From an optimization exercise on the open Yosys and OpenROAD flow, aimed at small area; shortcuts taken in it are not production practice.
In this exercise RTL edits were held to simulation tests only and were not proved equivalent to the original.
No activity file was given, so power comes from the tool's default toggle rates.

[design/flow/flow/run.sh]
#!/bin/bash
# Layout flow: the standard flow (standard.sh) with these settings of its own:
#  - synthesis is the standard synthesis script, with an area-oriented ABC mapping
#    script (flow/abc_area.script) in place of ORFS's abc_speed.script; it maps only
#    the combinational logic, so the registers are the standard synthesis's;
#  - the port buffers are sky130_fd_sc_hd__buf_1 (every input and output port still
#    gets its buffer);
#  - clock tree synthesis uses clkbuf_4 buffers and inserts no dummy loads.
# Each step's output goes to a log file here (synth.log, standard.log); ORFS keeps a log
# per step under orfs/logs.
set -euo pipefail
rm -rf abc_scripts
cp -r "$FLOW_HOME/scripts" abc_scripts
cp flow/abc_area.script abc_scripts/abc_speed.script
bash standard.sh "SCRIPTS_DIR=$PWD/abc_scripts" synth > synth.log 2>&1
bash standard.sh \
  "BUFFER_PORTS_ARGS=-buffer_cell sky130_fd_sc_hd__buf_1" \
  "CTS_ARGS=-sink_clustering_enable -repair_clock_nets -buf_list sky130_fd_sc_hd__clkbuf_4 -dont_use_dummy_load" \
  finish > standard.log 2>&1
[design/flow/flow/abc_area.script]
&get -n
&st
&dch -f
&nf -a -F 10 -A 10
&st
&dch -f
&nf -a -F 10 -A 10
&st
&dch -f
&nf -a -F 10 -A 10
&put
topo
stime -c
[design/flow/standard.sh]
#!/bin/bash
# synth_recipe.tcl (not shown) runs the flow's synth.tcl, then flattens the netlist and writes it again
# the make line also repeats each setting of config.mk as NAME=value (left out here)
make -C /OpenROAD-flow-scripts/flow DESIGN_CONFIG=/design/flow/config.mk WORK_HOME=/design/flow/orfs CLKGATE_MAP_FILE= SYNTH_SCRIPT=/design/flow/synth_recipe.tcl "${@:-finish}"
[design/flow/config.mk]
export PLATFORM = sky130hd
export DESIGN_NAME = smbus_engine
export DESIGN_NICKNAME = smbus_engine
export VERILOG_FILES = /design/flow/design.v
export SDC_FILE = /design/flow/constraint.sdc
export NUM_CORES = 4
export LEC_CHECK = 0
export CAP_MARGIN = 20
export CORE_MARGIN = 2
export CORE_UTILIZATION = 40
export PLACE_DENSITY = 0.6
export SLEW_MARGIN = 20
[design/flow/constraint.sdc]
create_clock -name core_clock -period 5.0 [get_ports {clk}]
set_input_delay 1.0000 -clock core_clock [delete_from_list [all_inputs] [get_ports {clk}]]
set_output_delay 1.0000 -clock core_clock [all_outputs]
set_load 0.01 [all_outputs]
[design/flow/design.v]
module smbus_engine #(
    parameter CAP      = 48,    
    parameter FE_DELAY = 2      
) (
    input  wire        clk,
    input  wire        rst,
    input  wire        cmd_valid,
    output wire        cmd_ready,
    input  wire [7:0]  cmd_op,
    input  wire [3:0]  cmd_bus,
    input  wire [7:0]  cmd_addr,
    input  wire [7:0]  cmd_byte,
    input  wire [15:0] cmd_val16,
    input  wire [7:0]  cmd_t,
    input  wire [1:0]  cmd_datw,
    input  wire [1:0]  cmd_datr,
    input  wire        cmd_ed,
    input  wire        cfg_fast,
    input  wire [4:0]  cfg_nbus,
    input  wire [7:0]  cfg_max_retries,
    output wire        res_valid,
    output wire [3:0]  res_code,
    output wire [15:0] res_val,
    output wire [8:0]  res_size,
    output wire [8:0]  res_entry,
    output wire [7:0]  res_attempt,
    output wire        ev_valid,
    output wire [1:0]  ev_kind,
    output wire [1:0]  ev_reg,
    output wire [31:0] ev_wdata,
    input  wire        ev_ready,
    input  wire [31:0] ev_rdata,
    output wire [5:0]  buf_addr,
    output wire        buf_we,
    output wire [7:0]  buf_wdata,
    input  wire [7:0]  buf_rdata
);
    localparam E_OK = 4'd0, E_FEMPTY = 4'd1, E_TIMEOUT = 4'd3,
               E_BUFSMALL = 4'd8, E_SHAPE = 4'd9, E_NOBUS = 4'd12;
    localparam [4:0] S_IDLE = 5'b0_00_11,    
                     S_DONE = 5'b0_01_11,    
                     S_SEQ  = 5'b0_01_01,    
                     S_COL  = 5'b0_11_00,    
                     S_FEW  = 5'b0_00_10,    
                     S_PRD  = 5'b0_10_00,    
                     S_PWT  = 5'b0_01_10,    
                     S_RRD  = 5'b1_10_00,    
                     S_RW1  = 5'b1_10_01,    
                     S_RWT  = 5'b0_10_10,    
                     S_RW2  = 5'b0_10_01;    
    localparam [1:0] P_SINGLE = 2'b00, P_DISC = 2'b10, P_MAIN = 2'b11, P_FAST = 2'b01;
    reg [4:0]  state;
    reg        rdp;            
    reg        blk;            
    reg        i2c;            
    reg [3:0]  bus;
    reg [6:0]  addr;
    reg [7:0]  cbyte;
    reg [15:0] val16;
    reg [1:0]  t2;             
    reg        tbig;           
    reg [1:0]  dat;            
    reg        ed;
    reg [7:0]  max_retries;
    reg [1:0]  pass;
    reg [8:0]  size;           
    reg [7:0]  attempt;
    reg [5:0]  cnt;            
    reg [29:0] dr;             
    reg [3:0]  err;
    wire [10:0] elapsed = {dr[29:20], dr[15]};
    wire [3:0]  fe_n    = dr[19:16];
    wire [15:0] rdv     = {dr[15:8], dr[7:0]};
    wire [10:0] el_step = {elapsed[9:0], elapsed[10] ^ elapsed[8]};
    wire [3:0]  fe_step = {fe_n[2:0], fe_n[3] ^ fe_n[2]};
    localparam [3:0] FE_SEED = 4'h2;               
    wire hs = ev_ready;        
    wire [31:0] r = ev_rdata;
    wire [5:0] cnt_inc = cnt + 6'd1;
    wire       last    = ({3'd0, cnt_inc} == size);
    wire       c_rw    = cmd_op[0];
    wire [3:0] c_size  = cmd_op[4:1];
    wire       c_cls0  = (cmd_op[7:5] == 3'd0);
    wire c_quick = c_cls0 && c_size == 4'd0;
    wire c_byte  = c_cls0 && c_size == 4'd1;
    wire c_bdata = c_cls0 && c_size == 4'd2;
    wire c_wdata = c_cls0 && c_size == 4'd3;
    wire c_block = c_cls0 && c_size == 4'd5;
    wire c_i2cb  = c_cls0 && c_size == 4'd8;
    wire c_valid = c_quick | c_byte | c_bdata | c_wdata | c_block | c_i2cb;
    wire [7:0] blen = buf_rdata;                    
    wire o_i2c = cmd_op[4];
    wire o_blk = cmd_op[4] | cmd_op[3];
    wire shape_bad = (o_blk && !c_rw && blen >= 8'd48) ||
                     (o_i2c && c_rw && blen >= 8'd61);
    reg [5:0] plan_ss;
    always @(*) begin
        if (o_i2c)        plan_ss = c_rw ? 6'd3 : 6'd2;
        else if (o_blk)   plan_ss = c_rw ? (cfg_fast ? 6'd3 : 6'd4) : 6'd3;
        else              plan_ss = {4'd0, cmd_op[2:1]} + 6'd1 + {5'd0, cmd_op[2] & c_rw};
        if (o_i2c | (o_blk & ~c_rw)) plan_ss = plan_ss + blen[5:0];
    end
    reg [10:0] budget;
    always @(*) begin
        if (tbig) budget = 11'h737;
        else case (t2)
            2'd0: budget = 11'h33f;
            2'd1: budget = 11'h453;
            2'd2: budget = 11'h3f0;
            default: budget = 11'h014;
        endcase
    end
    wire i0 = (cnt == 6'd0);
    wire i1 = (cnt == 6'd1);
    wire i2 = (cnt == 6'd2);
    wire ilt3 = (cnt[5:2] == 4'd0) & ~(cnt[1] & cnt[0]);
    wire [7:0] payload = blk ? buf_rdata : (cnt[0] ? val16[15:8] : val16[7:0]);
    wire       d_lsb   = rdp & (~i0 | (size[8:2] == 7'd0) & ~(size[1] & size[0]));
    wire [7:0] d_w     = i1 ? cbyte : (i0 | rdp) ? {addr, d_lsb} : payload;
    wire       dod     = ~rdp | (ilt3 & ~(i1 & last));        
    wire [31:0] req = {cnt[3:0],                     
                       bus,                          
                       i0 | (rdp & i2),              
                       dod,                          
                       ~(dod | last),                
                       last,                         
                       t2,                           
                       last ? dat : 2'd0,            
                       pass == P_FAST && i2,         
                       last & ed,                    
                       i0 ? size[5:0] : 6'd0,        
                       d_w};                         
    wire check_ti = !(pass == P_FAST && cnt >= 6'd3);
    reg [3:0] vcode;
    always @(*) begin
        vcode = E_OK;
        if (r[10])                                  vcode = 4'd2;
        else if (r[9])                              vcode = 4'd3;
        else if (r[8])                              vcode = 4'd4;
        else if (r[11])                             vcode = 4'd5;
        else if (check_ti && r[15:12] != cnt[3:0])  vcode = 4'd6;
        else if (r[30])                             vcode = 4'd7;
    end
    wire       col   = (state == S_COL);
    wire [1:0] off   = {col | ~i2c, col ^ i2c};
    wire [6:0] bidx  = {1'b0, cnt} - {5'd0, off};
    wire       store = (pass[0] | (i2c & rdp)) & ~bidx[6];
    wire       over  = bidx[5] & bidx[4];           
    assign cmd_ready   = (state == S_IDLE);
    assign res_valid   = (state == S_DONE);
    assign res_code    = err;
    assign res_val     = rdv;
    assign res_size    = size;
    assign res_entry   = (cnt == 6'd63) ? 9'h1FF : {3'd0, cnt};
    assign res_attempt = attempt;
    wire seq = (state == S_SEQ);
    assign ev_valid = ~(state[1] & state[0]);
    assign ev_kind  = state[1:0];
    assign ev_reg   = state[3:2] & {2{~state[1]}};
    assign ev_wdata = seq ? req :
                      (state == S_FEW) ? FE_DELAY :
                      (state == S_PWT) ? 32'd1 :
                      (state == S_RWT) ? 32'd10 :
                      {state[4], 1'b1, dr};
    wire disc_bad = pass == P_DISC && last && r[7:0] > 8'd59;
    wire [3:0] col_code = r[31] ? E_FEMPTY :
                          (vcode != E_OK) ? vcode :
                          ((store & over) | disc_bad) ? E_BUFSMALL : E_OK;
    wire accept = col & hs & ~r[31] & (vcode == E_OK) & ~(store & over);
    assign buf_we    = accept & store;
    assign buf_addr  = (state == S_IDLE) ? 6'd0 : bidx[5:0];
    assign buf_wdata = r[7:0];
    always @(posedge clk) begin
        begin
            case (state)
                S_IDLE: begin
                        rdp         <= c_rw;
                        blk         <= o_blk;
                        i2c         <= o_i2c;
                        bus         <= cmd_bus;
                        addr        <= cmd_addr[6:0];
                        cbyte       <= cmd_byte;
                        val16       <= cmd_val16;
                        t2          <= cmd_t[1:0];
                        tbig        <= |cmd_t[7:2];
                        dat         <= c_rw ? cmd_datr : cmd_datw;
                        ed          <= cmd_ed;
                        max_retries <= cfg_max_retries;
                        attempt     <= 8'd0;
                        cnt         <= 6'd0;
                        size        <= {3'd0, plan_ss};
                        pass        <= (o_blk & ~o_i2c & c_rw) ? (cfg_fast ? P_FAST : P_DISC) : P_SINGLE;
                        err         <= (c_valid && {1'b0, cmd_bus} >= cfg_nbus) ? E_NOBUS : E_SHAPE;
                        if (cmd_valid)
                            state <= (!c_valid || {1'b0, cmd_bus} >= cfg_nbus || cmd_addr[7] || shape_bad)
                                     ? S_DONE : S_SEQ;
                end
                S_SEQ: begin
                    dr[19:16] <= FE_SEED;
                    {dr[29:20], dr[15]} <= budget;
                    if (hs) begin
                        if (last) begin
                            cnt        <= 6'd0;
                            state      <= (pass == P_FAST) ? S_PRD : S_COL;
                        end else begin
                            cnt <= cnt_inc;
                        end
                    end
                end
                S_COL: begin
                    if (cnt[0]) dr[15:0] <= {8'd0, r[7:0]};
                    else        dr[15:8] <= r[7:0];
                    err <= col_code;
                    if (hs) begin
                        dr[19:16] <= r[31] ? fe_step : FE_SEED;
                        if (r[31]) begin
                            if (&fe_n) begin
                                state <= S_RRD;
                            end else begin
                                state     <= S_FEW;
                            end
                        end else if (vcode != E_OK) begin
                            state <= S_RRD;
                        end else if (store & over) begin
                            state <= S_RRD;
                        end else begin
                            cnt       <= cnt_inc;
                            if ((pass == P_FAST && cnt == 6'd3) || (pass == P_DISC && last && r[7:0] <= 8'd59))
                                size <= 9'd4 + {1'b0, r[7:0]};
                            if ((pass == P_FAST && cnt == 6'd3) ? (r[7:0] == 8'd0) : (last && !(pass == P_FAST && cnt == 6'd2))) begin
                                if (pass == P_DISC) begin
                                    if (r[7:0] > 8'd59) begin
                                        cnt   <= 6'd63;
                                        state <= S_RRD;
                                    end else begin
                                        pass  <= P_MAIN;
                                        cnt   <= 6'd0;
                                        state <= S_SEQ;
                                    end
                                end else begin
                                    state <= S_DONE;
                                end
                            end
                        end
                    end
                end
                S_FEW: if (hs) state <= S_COL;
                S_PRD: begin
                    err <= E_TIMEOUT;
                    if (hs) begin
                        if (!r[26]) begin
                            state <= S_COL;
                        end else if (&elapsed) begin
                            cnt   <= 6'd63;
                            state <= S_RRD;
                        end else begin
                            state <= S_PWT;
                        end
                    end
                end
                S_PWT: begin
                    if (hs) begin
                        {dr[29:20], dr[15]} <= el_step;
                        state    <= S_PRD;
                    end
                end
                S_RRD: begin
                    dr <= r[29:0];                  
                    if (hs) state <= S_RW1;
                end
                S_RW1: if (hs) state <= S_RWT;
                S_RWT: if (hs) state <= S_RW2;
                S_RW2: begin
                    if (hs) begin
                        if (!err[3] && attempt != max_retries) begin
                            attempt <= attempt + 8'd1;
                            cnt     <= 6'd0;
                            if (pass[1]) begin
                                pass <= P_DISC;
                                size <= 9'd4;
                            end else if (pass[0]) begin
                                size <= 9'd3;
                            end
                            state   <= S_SEQ;
                        end else begin
                            state <= S_DONE;
                        end
                    end
                end
                default: state <= S_IDLE;    
            endcase
        end
        if (rst) state <= S_IDLE;
    end
endmodule
==> results.py, run 1 <==
metrics = {
    "run": {
        "maxCapViolations": 0,
    },
    "critical_path": {
        "start_kind": "register",
        "critPathRequiredTime_ps": 4000,
        "cpPeakStageDelay_ps": 400,
        "worstSetupEndpointType": "primary output",
        "path_cells": "nand2b_1 -> nor3_4 -> and2_1 -> clkinv_1 -> ha_1 -> clkinv_1 -> ha_1 -> fa_1 -> nor3b_1 -> xnor2_1 -> nor3_1 -> nor4_2 -> buf_1",
        "cp_max_fo": 9,
        "critical_path_class": "reg -> out",
        "cp_data_arrival_time_ps": 3680,
        "crit_slowest_cell": "fa_1",
    },
    "grt": {
        "grt_overflow": 0,
        "grt_pass1_vias": 5729,
        "grt_pass1_wl_um": 31900,
        "antenna_found_initial": 1,
        "grt_start_max_net_pins": 35,
        "grtUsageTotal_pct": 23.8,
    },
    "power_and_ir_drop": {
        "power_uw": 3970,
        "power_density_mw_per_mm2": 498,
        "pwr-share-comb_pct": 42.4,
        "p_int_uw": 2310,
        "power_switching_uw": 1660,
        "p_leak_uw": 0.00277,
        "ir_worst_vdd_v": 0.000194,
        "power_frac_seq_pct": 45.9,
        "swShare_pct": 41.7,
        "power_frac_clock_pct": 11.7,
    },
    "floorplan": {
        "num_rows": 47,
        "initial_utilization_pct": 41.0,
        "dieArea_mm2": 0.0181,
        "ioPinCount": 215,
        "coreArea_mm2": 0.0166,
        "die_h_um": 134,
        "die_w_um": 134,
    },
    "routing": {
        "vias": 5968,
        "wl_per_cell_um": 20.0,
        "route.detailed.drc": 0,
        "drtPass1Iterations": 5,
        "drt_iter0_drc": 425,
        "routed_wirelength_um": 21500,
        "vias_per_cell": 5.54,
        "drtAntennaViolNets": 0,
    },
    "logic_synthesis": {
        "synth_seq_cells": 116,
        "synth_edf_count": 111,
        "ys_types": 58,
        "syn_nets": 782,
        "synth-compound-area-share_pct": 18.5,
        "yosys_warnings": 1,
        "ys_seq_area_share_pct": 50.4,
        "muxShareOfSynthArea_pct": 1.65,
        "synthCells": 638,
        "syn_avg_cell_area_um2": 10.7,
        "synth_top_family_by_area": "compound AO/OA/AOI/OAI gates",
        "async_flop_share_pct": 0,
        "synth_xor_area_share_pct": 4.06,
        "syn_area_mm2": 0.00681,
        "synth-simple-area-share_pct": 14.4,
        "synth_top_flop_cell": "edfxtp_1",
        "synthAdderAreaFrac_pct": 5.55,
    },
    "placed_design": {
        "routabilityCongestion": 0.883,
        "dpl.hpwl_um": 16600,
        "portBuffers": 214,
    },
    "final_layout": {
        "nFillCells": 1655,
        "multi_input_area_mm2": 0.00305,
        "syn2layout_area_growth_pct": 17.1,
        "drive_above_1_share_pct": 4.79,
        "register_area_mm2": 0.00343,
        "nets": 1002,
    },
    "hold_path": {
        "hp-class": "reg -> reg",
    },
    "clock_tree": {
        "cts_setup_buffers": 0,
        "cts_tree": "done",
        "cts_sinks": 116,
        "path_clk_slew_ps": 90,
        "cts_max_level": 4,
        "cts_buffers": 17,
        "clock_latency_ps": 530,
        "root_buffer": "clkbuf_4",
        "cts_buffer_depth": 2,
    },
    "timing": {
        "setup_tns_ps": 0,
        "rsz0062_at_grt": "no",
        "fin_skew_ps": 33.0,
        "hold_viol_final": 0,
        "max_freq_mhz": 214,
        "min_period_ps": 4680,
        "slew_headroom_pct": 38.5,
        "period_share_pct": 93.6,
        "tightest_slew_ps": 922,
        "setup_viol": 0,
        "drv_slew": 0,
    },
    "status": {
        "status": "timing/DRC/antenna clean",
    },
}
[cell usage after synthesis (all sizes together) (5+ instances only)]
library cell / count / share of area [%]
a31oi: 8 / 0.74
a221o: 8 / 1.2
nor2b: 10 / 0.92
nand2b: 7 / 0.64
and3: 11 / 1.0
o211ai: 6 / 0.66
dfxtp: 5 / 1.5
xor2: 8 / 1.0
a21oi: 43 / 3.2
a22o: 21 / 2.7
nand3: 9 / 0.66
a211o: 6 / 0.77
nor4: 7 / 0.64
a22oi: 6 / 0.66
mux2i: 9 / 1.3
edfxtp: 111 / 49
clkinv: 36 / 2.0
a21o: 9 / 0.99
xnor2: 21 / 2.7
nand2: 44 / 2.4
and2: 5 / 0.46
nor3: 21 / 1.5
ha: 27 / 5.0
nor2: 58 / 3.2
o21ai: 39 / 2.9
buf: 32 / 3.3
a211oi: 6 / 0.66
[sequential cells by signal, indices dropped and copies added (netlist names)]
name         cells
dr              30
val16           16
addr             7
max_retries      8
state            5
cbyte            8
ed               1
i2c              1
size             9
tbig             1
cnt              6
blk              1
t2               2
pass             2
dat              2
attempt          8
rdp              1
bus              4
err              4
[cells by family after synthesis]
logic type                 Yosys count
AOI/OAI and AO/OA                  185
xor gates and xnor gates            30
adders and majority gates           29
buffers and inverters               68
DFF                                116
muxes                               11
and+or+nand+nor                    199
[power by group through the flow]
stage | logic, uW | clock network, uW | registers [uW]
after floorplan | 1050 | 0 | 1810
after global placement | 1680 | 0 | 1830
after detailed placement | 1680 | 0 | 1840
after CTS | 1690 | 475 | 1820
after global routing | 1860 | 514 | 1860
final | 1680 | 465 | 1820
[per-layer routing]
layer | GRT usage, % | routed length (um)
met5 | 0 | 0
met2 | 39.4 | 10600
met3 | 6.46 | 1710
met4 | 8.30 | 499
met1 | 30.2 | 8750
[what timing repair did]
item,4_1_cts,5_1_grt
pin swaps,0,2
resized for setup,1,3
endpoints found under the hold margin,0,0
hold buffers,0,0
endpoints found under the setup margin,1,1
[worst max-delay path: cells and delay by family, from the launching register on]
kind | cells | cell delay (ps)
buffers and inverters | 3 | 340
and+or+nand+nor | 6 | 1280
adders and majority gates | 3 | 880
DFF | 1 | 390
xor gates and xnor gates | 1 | 270
[final cells by class]
class | instances | area share [%]
Sequential cell | 116 | 43.1
Multi-Input combinational cell | 454 | 38.3
Timing Repair Buffer | 233 | 11.9
Tap cell | 220 | 3.45
Inverter | 36 | 1.70
Clock buffer | 17 | 1.60
Antenna cell | 1 | 0.0314
[metrics by stage]
stage	area (um2)	std cells	hold WS [ps]	utilization, %	setup slack, ps
after floorplan	6820	638	517	-	169
after global placement	7820	1059	551	47.2	616
after detailed placement	7820	1059	559	47.2	498
after CTS	7960	1076	575	48.0	80.0
after global routing	7970	1077	546	48.1	32.8
final	7970	1077	519	48.1	319
[cells in the final DEF (no fill, tap or decap), types with 9 or more instances in the layout]
cell and instances:
a21o_1 9, a21oi_1 43, a22o_1 21, and3_1 11, buf_1 214, buf_4 19
clkbuf_4 17, clkinv_1 36, edfxtp_1 111, ha_1 27, mux2i_1 9, nand2_1 44
nand3_1 9, nor2_1 58, nor2b_1 10, nor3_1 19, o21ai_0 39, xnor2_1 21
[worst paths after layout]
check / start / to / slack (ps) / depth (start not counted)
worst min-delay path: state[3] / state[3] / 520 / 2
worst max-delay path: state[1] / buf_we / 320 / 13
worst min register to register: state[3] / state[3] / 520 / 2
worst max register to register: state[1] / state[2] / 660 / 16
==> run 2: changes to the inputs <==
--- a/design/flow/design.v
+++ b/design/flow/design.v
@@ -38,17 +38,17 @@
     localparam E_OK = 4'd0, E_FEMPTY = 4'd1, E_TIMEOUT = 4'd3,
                E_BUFSMALL = 4'd8, E_SHAPE = 4'd9, E_NOBUS = 4'd12;
-    localparam [4:0] S_IDLE = 5'b0_00_11,    
-                     S_DONE = 5'b0_01_11,    
-                     S_SEQ  = 5'b0_01_01,    
-                     S_COL  = 5'b0_11_00,    
-                     S_FEW  = 5'b0_00_10,    
-                     S_PRD  = 5'b0_10_00,    
-                     S_PWT  = 5'b0_01_10,    
-                     S_RRD  = 5'b1_10_00,    
-                     S_RW1  = 5'b1_10_01,    
-                     S_RWT  = 5'b0_10_10,    
-                     S_RW2  = 5'b0_10_01;    
+    localparam [3:0] S_IDLE = 4'b00_11,      
+                     S_DONE = 4'b01_11,      
+                     S_SEQ  = 4'b01_01,      
+                     S_RW1  = 4'b10_01,      
+                     S_RW2  = 4'b00_01,      
+                     S_COL  = 4'b11_00,      
+                     S_PRD  = 4'b10_00,      
+                     S_RRD  = 4'b00_00,      
+                     S_FEW  = 4'b00_10,      
+                     S_PWT  = 4'b01_10,      
+                     S_RWT  = 4'b10_10;      
     localparam [1:0] P_SINGLE = 2'b00, P_DISC = 2'b10, P_MAIN = 2'b11, P_FAST = 2'b01;
-    reg [4:0]  state;
+    reg [3:0]  state;
     reg        rdp;            
     reg        blk;            
@@ -154,13 +154,11 @@
     assign res_entry   = (cnt == 6'd63) ? 9'h1FF : {3'd0, cnt};
     assign res_attempt = attempt;
-    wire seq = (state == S_SEQ);
     assign ev_valid = ~(state[1] & state[0]);
     assign ev_kind  = state[1:0];
-    assign ev_reg   = state[3:2] & {2{~state[1]}};
-    assign ev_wdata = seq ? req :
-                      (state == S_FEW) ? FE_DELAY :
-                      (state == S_PWT) ? 32'd1 :
-                      (state == S_RWT) ? 32'd10 :
-                      {state[4], 1'b1, dr};
+    wire st_a = state[3], st_b = state[2];
+    assign ev_reg   = state[1] ? 2'd0 :
+                      state[0] ? {~st_b, st_b} : {1'b1, st_a & st_b};
+    assign ev_wdata = state[1] ? (st_a ? 32'd10 : st_b ? 32'd1 : FE_DELAY) :
+                      st_b     ? req : {st_a, 1'b1, dr};
     wire disc_bad = pass == P_DISC && last && r[7:0] > 8'd59;
     wire [3:0] col_code = r[31] ? E_FEMPTY :
==> results.py, run 2 <==
metrics = {
    "critical_path": {
        "cp_data_arrival_time_ps": 3730,
        "start_kind": "register",
        "critPathRequiredTime_ps": 4000,
        "cp_max_fo": 12,
        "worstSetupEndpointType": "primary output",
        "critical_path_class": "reg -> out",
    },
    "clock_tree": {
        "ctsHoldBuffers": 0,
        "clock_latency_ps": 540,
        "root_buffer": "clkbuf_4",
        "cts_max_level": 4,
        "cts_sinks": 115,
        "cts_setup_buffers": 0,
        "path_clk_slew_ps": 110,
        "cts_tree": "done",
        "cts_buffers": 17,
        "cts_buffer_depth": 2,
    },
    "timing": {
        "setup_viol": 0,
        "worst_slack_ps": 270,
        "period_share_pct": 94.6,
        "max_freq_mhz": 211,
        "hold_ws_ps": 619,
        "setup_tns_ps": 0,
        "rsz0062_at_grt": "no",
        "tightest_slew_ps": 808,
        "drv_slew": 0,
        "min_period_ps": 4730,
        "slew_headroom_pct": 44.8,
        "fin_skew_ps": 33.4,
        "hold_viol_final": 0,
    },
    "routing": {
        "vias_per_cell": 5.68,
        "drt_iter0_drc": 490,
        "routed_wirelength_um": 22300,
        "vias": 6028,
        "route.detailed.drc": 0,
        "wl_per_cell_um": 21.0,
        "drtAntennaViolNets": 0,
        "drtPass1Iterations": 5,
    },
    "final_layout": {
        "reg_top3": "dr: 30 flops, val16: 16 flops, size: 9 flops",
        "multi_input_area_mm2": 0.00299,
        "nFillCells": 1644,
        "final_cell_mix": "buf_1 (214), edfxtp_1 (111), nor2_1 (57)",
        "fin_cells": 1062,
        "register_area_mm2": 0.00341,
        "drive_above_1_share_pct": 4.52,
        "largest_register_ffs": 30,
        "largest-register": "dr",
        "syn2layout_area_growth_pct": 16.9,
        "final_common_cell": "buf_1",
        "nets": 987,
    },
    "grt": {
        "grt_start_max_net_pins": 39,
        "grt_pass1_vias": 5948,
        "grt_overflow": 0,
        "grt_busiest_layer": "met2",
        "grt_pass1_wl_um": 33500,
        "grtUsageTotal_pct": 25.0,
        "grtUsageMet1_pct": 30.7,
        "antenna_found_initial": 1,
        "grtUsageMet3_pct": 6.09,
        "use_met2_pct": 42.9,
    },
    "hold_path": {
        "hp-class": "in -> reg",
    },
    "run": {
        "maxCapViolations": 0,
    },
    "logic_synthesis": {
        "syn_nets": 770,
        "netlist.area_leader.share_pct": 49.7,
        "yosysMostFrequentCell": "edfxtp_1",
        "synthCells": 626,
        "ys_seq_area_share_pct": 50.9,
        "synth_commonest_cells": "edfxtp_1 (111), nor2_1 (59), nand2_1 (55)",
        "syn_avg_cell_area_um2": 10.7,
        "synth_edf_count": 111,
        "synth_top_area_cell": "edfxtp_1",
        "synth_seq_cells": 115,
        "ys_types": 60,
        "ys_top_cells_by_area": "edfxtp_1 (50%), ha_1 (5.0%), a22o_1 (3.8%)",
        "synth_top_flop_cell": "edfxtp_1",
        "yosys_warnings": 1,
        "syn_area_mm2": 0.00670,
        "async_flop_share_pct": 0,
    },
    "placed_design": {
        "dpl.hpwl_um": 17300,
        "portBuffers": 214,
        "pre_cts_slack_ps": 507,
        "placed_cells": 1044,
        "routabilityCongestion": 0.917,
    },
    "floorplan": {
        "dieArea_mm2": 0.0178,
        "coreArea_mm2": 0.0165,
        "num_rows": 47,
        "ioPinCount": 215,
        "die_h_um": 133,
        "initial_utilization_pct": 40.7,
        "die_w_um": 133,
    },
    "status": {
        "status": "timing/DRC/antenna clean",
    },
    "power_and_ir_drop": {
        "power_uw": 4310,
        "p_leak_uw": 0.00277,
        "power_density_mw_per_mm2": 550,
        "ir_worst_vdd_v": 0.000424,
    },
}
-- run 2: repair_timing --
action                                 CTS  global route
setup endpoints to repair                1             1
endpoints found under the hold margin    0             0
pin swaps                                0             0
resized for setup                        1             3
gates cloned                             0             0
-- run 2: area by class of cell --
class	count	area share, %
Sequential cell	115	43.6
Multi-Input combinational cell	451	38.2
Timing Repair Buffer	228	11.6
Tap cell	220	3.51
Clock buffer	17	1.63
Inverter	30	1.44
Antenna cell	1	0.0319
-- run 2: worst max-delay path: stages (launching register included) --
cell and delay (ps):
dfxtp_2 400, nor2_4 200, and3_1 220, clkinv_1 100, ha_1 290, clkinv_1 60, ha_1 210, fa_1 420
nor3b_1 170, xnor2_1 200, a211oi_1 100, and3b_1 290, nand2_1 130, nor3_2 220, buf_1 180
-- run 2: final timing paths --
check	startpoint	to	slack, ps	cells after the start
max	state[0]	buf_we	270	14
min	cmd_ed	ed	620	1
max reg2reg	state[0]	size[5]	810	16
min reg2reg	dr[23]	dr[24]	630	2
-- run 2: cell families after synthesis --
kind of cell | count (synthesis) | synth area share, %
flip-flops | 115 | 50.9
XOR/XNOR | 23 | 3.21
AO/OA/AOI/OAI | 185 | 19.4
adder cells (fa/ha/maj) | 29 | 5.64
buffers and inverters | 60 | 4.82
AND/OR/NAND/NOR | 204 | 14.5
multiplexers | 10 | 1.53
-- run 2: power breakdown --
part / leakage (uW) / internal (uW) / switching (uW)
Sequential: 0.00110 / 1570 / 311
Clock: 0.0000782 / 155 / 305
Combinational: 0.00159 / 669 / 1300
Total: 0.00277 / 2390 / 1910
-- run 2: metrics by stage --
step | area [um2] | utilization, %
2_1_floorplan | 6700 | -
3_3_place_gp | 7690 | 46.7
3_5_place_dp | 7690 | 46.7
4_1_cts | 7820 | 47.5
5_1_grt | 7840 | 47.6
6_report | 7840 | 47.6
-- run 2: metal layers --
metal / part of all wire (%) / wire length, um / up-vias
li1: - / - / 2812
met1: 41 / 9060 / 2905
met2: 49 / 11100 / 269
met3: 6.8 / 1520 / 42
met4: 3.2 / 706 / 0
met5: 0 / 0 / -
==> run 3: changes to the inputs <==
==> design/flow/flow/abc_area.script (replaced) <==
&get -n
&st
&dch -f
&nf -p -R 1000 -F 10
&st
&dch -f
&nf -p -R 1000 -F 10
&st
&dch -f
&nf -p -R 1000 -F 10
&put
topo
stime -c
==> results.py, run 3 <==
metrics = {
    "hold_path": {
        "min_path_cells": 1,
        "min_from": "cmd_byte[4]",
        "hp-class": "in -> reg",
    },
    "timing": {
        "period_share_pct": 90.6,
        "max_freq_mhz": 221,
        "setup_viol": 0,
        "drv_slew": 0,
        "rsz0062_at_grt": "no",
        "min_period_ps": 4530,
        "slew_headroom_pct": 32.7,
        "setup_tns_ps": 0,
        "fin_skew_ps": 43.0,
        "tightest_slew_ps": 1010,
        "hold_viol_final": 0,
    },
    "critical_path": {
        "crit_start": "state[0]",
        "critPathRequiredTime_ps": 4000,
        "critical_path_class": "reg -> out",
        "cp_data_arrival_time_ps": 3530,
        "start_kind": "register",
        "r2r-start": "state[0]",
        "worstSetupEndpointType": "primary output",
        "r2r_cells": 16,
        "cp_max_fo": 16,
    },
    "grt": {
        "grt_pass1_wl_um": 33200,
        "antenna_found_initial": 1,
        "grt_overflow": 0,
        "grtUsageTotal_pct": 24.6,
        "grt_start_max_net_pins": 33,
        "grt_pass1_vias": 5974,
    },
    "clock_tree": {
        "cts_setup_buffers": 0,
        "ctsHoldBuffers": 0,
        "cts_buffer_depth": 2,
        "cts_buffers": 17,
        "clock_latency_ps": 550,
        "root_buffer": "clkbuf_4",
        "cts_max_level": 4,
        "cts.repair.resized": 0,
        "path_clk_slew_ps": 120,
        "cts_tree": "done",
        "cts_sinks": 115,
    },
    "final_layout": {
        "drive_above_1_share_pct": 4.39,
        "largest-register": "dr",
        "final_cell_mix": "buf_1 (214), edfxtp_1 (111), nor2_1 (61)",
        "n_antenna_cell": 0,
        "nets": 989,
        "largest_register_ffs": 30,
        "reg_top3": "dr: 30 flops, val16: 16 flops, size: 9 flops",
        "final_common_cell": "buf_1",
        "fin_cells": 1063,
        "syn2layout_area_growth_pct": 16.9,
    },
    "routing": {
        "wl_per_cell_um": 20.3,
        "vias_per_cell": 5.65,
        "route.detailed.drc": 0,
        "routed_wirelength_um": 21500,
        "drtPass1Iterations": 5,
        "drt_iter0_drc": 445,
        "vias": 6004,
        "drtAntennaViolNets": 0,
    },
    "run": {
        "maxCapViolations": 0,
    },
    "logic_synthesis": {
        "yosysMostFrequentCell": "edfxtp_1",
        "synth_commonest_cells": "edfxtp_1 (111), nor2_1 (62), nand2_1 (54)",
        "async_flop_share_pct": 0,
        "netlist.area_leader.share_pct": 50.1,
        "synth_top_flop_cell": "edfxtp_1",
        "ys_seq_area_share_pct": 51.3,
        "syn_avg_cell_area_um2": 10.6,
        "synth_seq_cells": 115,
        "syn_nets": 771,
        "syn_area_mm2": 0.00666,
        "synthCells": 627,
        "ys_types": 55,
        "yosys_warnings": 1,
        "synth_top_area_cell": "edfxtp_1",
        "synth_edf_count": 111,
        "ys_top_cells_by_area": "edfxtp_1 (50%), ha_1 (5.1%), a22o_1 (3.8%)",
    },
    "power_and_ir_drop": {
        "p_leak_uw": 0.00275,
        "power_frac_seq_pct": 44.6,
        "ir_worst_vdd_v": 0.000246,
        "pwr-share-comb_pct": 44.4,
        "p_int_uw": 2360,
        "power_frac_clock_pct": 10.9,
        "power_switching_uw": 1820,
        "swShare_pct": 43.6,
        "power_density_mw_per_mm2": 537,
    },
    "placed_design": {
        "portBuffers": 214,
        "routabilityCongestion": 0.918,
        "dpl.hpwl_um": 16600,
        "placed_cells": 1046,
    },
    "floorplan": {
        "die_w_um": 133,
        "initial_utilization_pct": 40.6,
        "num_rows": 47,
        "coreArea_mm2": 0.0164,
        "dieArea_mm2": 0.0177,
        "ioPinCount": 215,
        "die_h_um": 133,
    },
    "status": {
        "status": "timing/DRC/antenna clean",
    },
}
[run 3: cell type report]
| class | count | area, um2 |
|---|---|---|
| Clock buffer | 17 | 128 |
| Fill cell | 1638 | 8620 |
| Inverter | 28 | 105 |
| Multi-Input combinational cell | 454 | 2950 |
| Sequential cell | 115 | 3410 |
| Tap cell | 220 | 275 |
| Timing Repair Buffer | 229 | 916 |
[run 3: stage by stage]
stage	hold WS (ps)	util (%)	instance area (um2)	worst slack (ps)	total power [uW]
after detailed placement	599	46.7	7650	1000	3740
after floorplan	515	-	6660	705	2990
after global placement	595	46.7	7650	1040	3710
after CTS	569	47.4	7780	418	4200
final	609	47.5	7790	468	4180
after global routing	548	47.5	7790	78.2	4470
[run 3: worst paths after layout]
| path | slack (ps) | end |
|---|---|---|
| worst max-delay path | 470 | buf_we |
| worst max register to register | 1220 | state[2] |
| worst min-delay path | 610 | cbyte[4] |
| worst min register to register | 640 | state[3] |
[run 3: worst max-delay path: stages (launching register included)]
cell and delay (ps):
dfxtp_1 460, nor2_1 230, and3_1 210, clkinv_1 90
ha_1 290, clkinv_1 60, ha_1 200, fa_1 420
nor3b_1 170, xor2_1 170, nand3_1 110, and2_0 180
nand2_1 100, nor2_1 160, buf_1 160
[run 3: cell families (layout without fill, tap and decap cells)]
family | after synthesis | in the layout | synth area share (%)
compound gates | 179 | 179 | 18.5
fa+ha+maj | 29 | 29 | 5.67
buf+inv | 58 | 274 | 4.74
simple gates | 213 | 213 | 15.3
xor+xnor | 23 | 23 | 3.03
flops | 115 | 115 | 51.3
mux | 10 | 10 | 1.54
[run 3: power groups by stage]
stage          logic [uW]  clock network (uW)  registers (uW)
4_1_cts              1860                 471            1870
6_report             1860                 456            1870
3_5_place_dp         1850                   0            1890
5_1_grt              2060                 511            1900
3_3_place_gp         1840                   0            1870
2_1_floorplan        1130                   0            1860
[run 3: layer usage]
layer,up-vias,global-route usage (%),part of all wire (%)
li1,2795,-,-
met1,2893,29.4,39
met2,274,42.7,51
met3,40,6.59,7.0
met4,2,8.72,2.4
met5,-,0,0.051

separate check: timing with driven ports:
The flow's constraints put no driver on any port. The routed layouts listed below were extracted and timed again, unchanged, in two steps.
Step 1 (the two cells are an assumption about what drives the block):
set clk [get_ports {clk}]
set_driving_cell -lib_cell sky130_fd_sc_hd__clkbuf_16 $clk
set_driving_cell -lib_cell sky130_fd_sc_hd__buf_2 [delete_from_list [all_inputs] $clk]
Step 2, shift: input delay + t, output delay - t, t = (earliest + latest rising clock arrival at the registers) / 2. This alone moves slack from input paths to output paths.
a / b / c = ideal ports / drivers / drivers and shift; a / b = the first two.
| run | t, ns | slack for setup (ns) | latest minus earliest clock arrival (ns) | pins driven straight from the clock port |
|---|---|---|---|---|
| run 1 | 0.554 | 0.319 / 0.279 / 0.665 | 0.033 / 0.033 | 1 |
| run 2 | 0.563 | 0.270 / 0.229 / 0.792 | 0.042 / 0.042 | 1 |
| run 3 | 0.563 | 0.468 / 0.429 / 0.992 | 0.050 / 0.050 | 1 |
After both steps setup and hold are still met in every run listed.
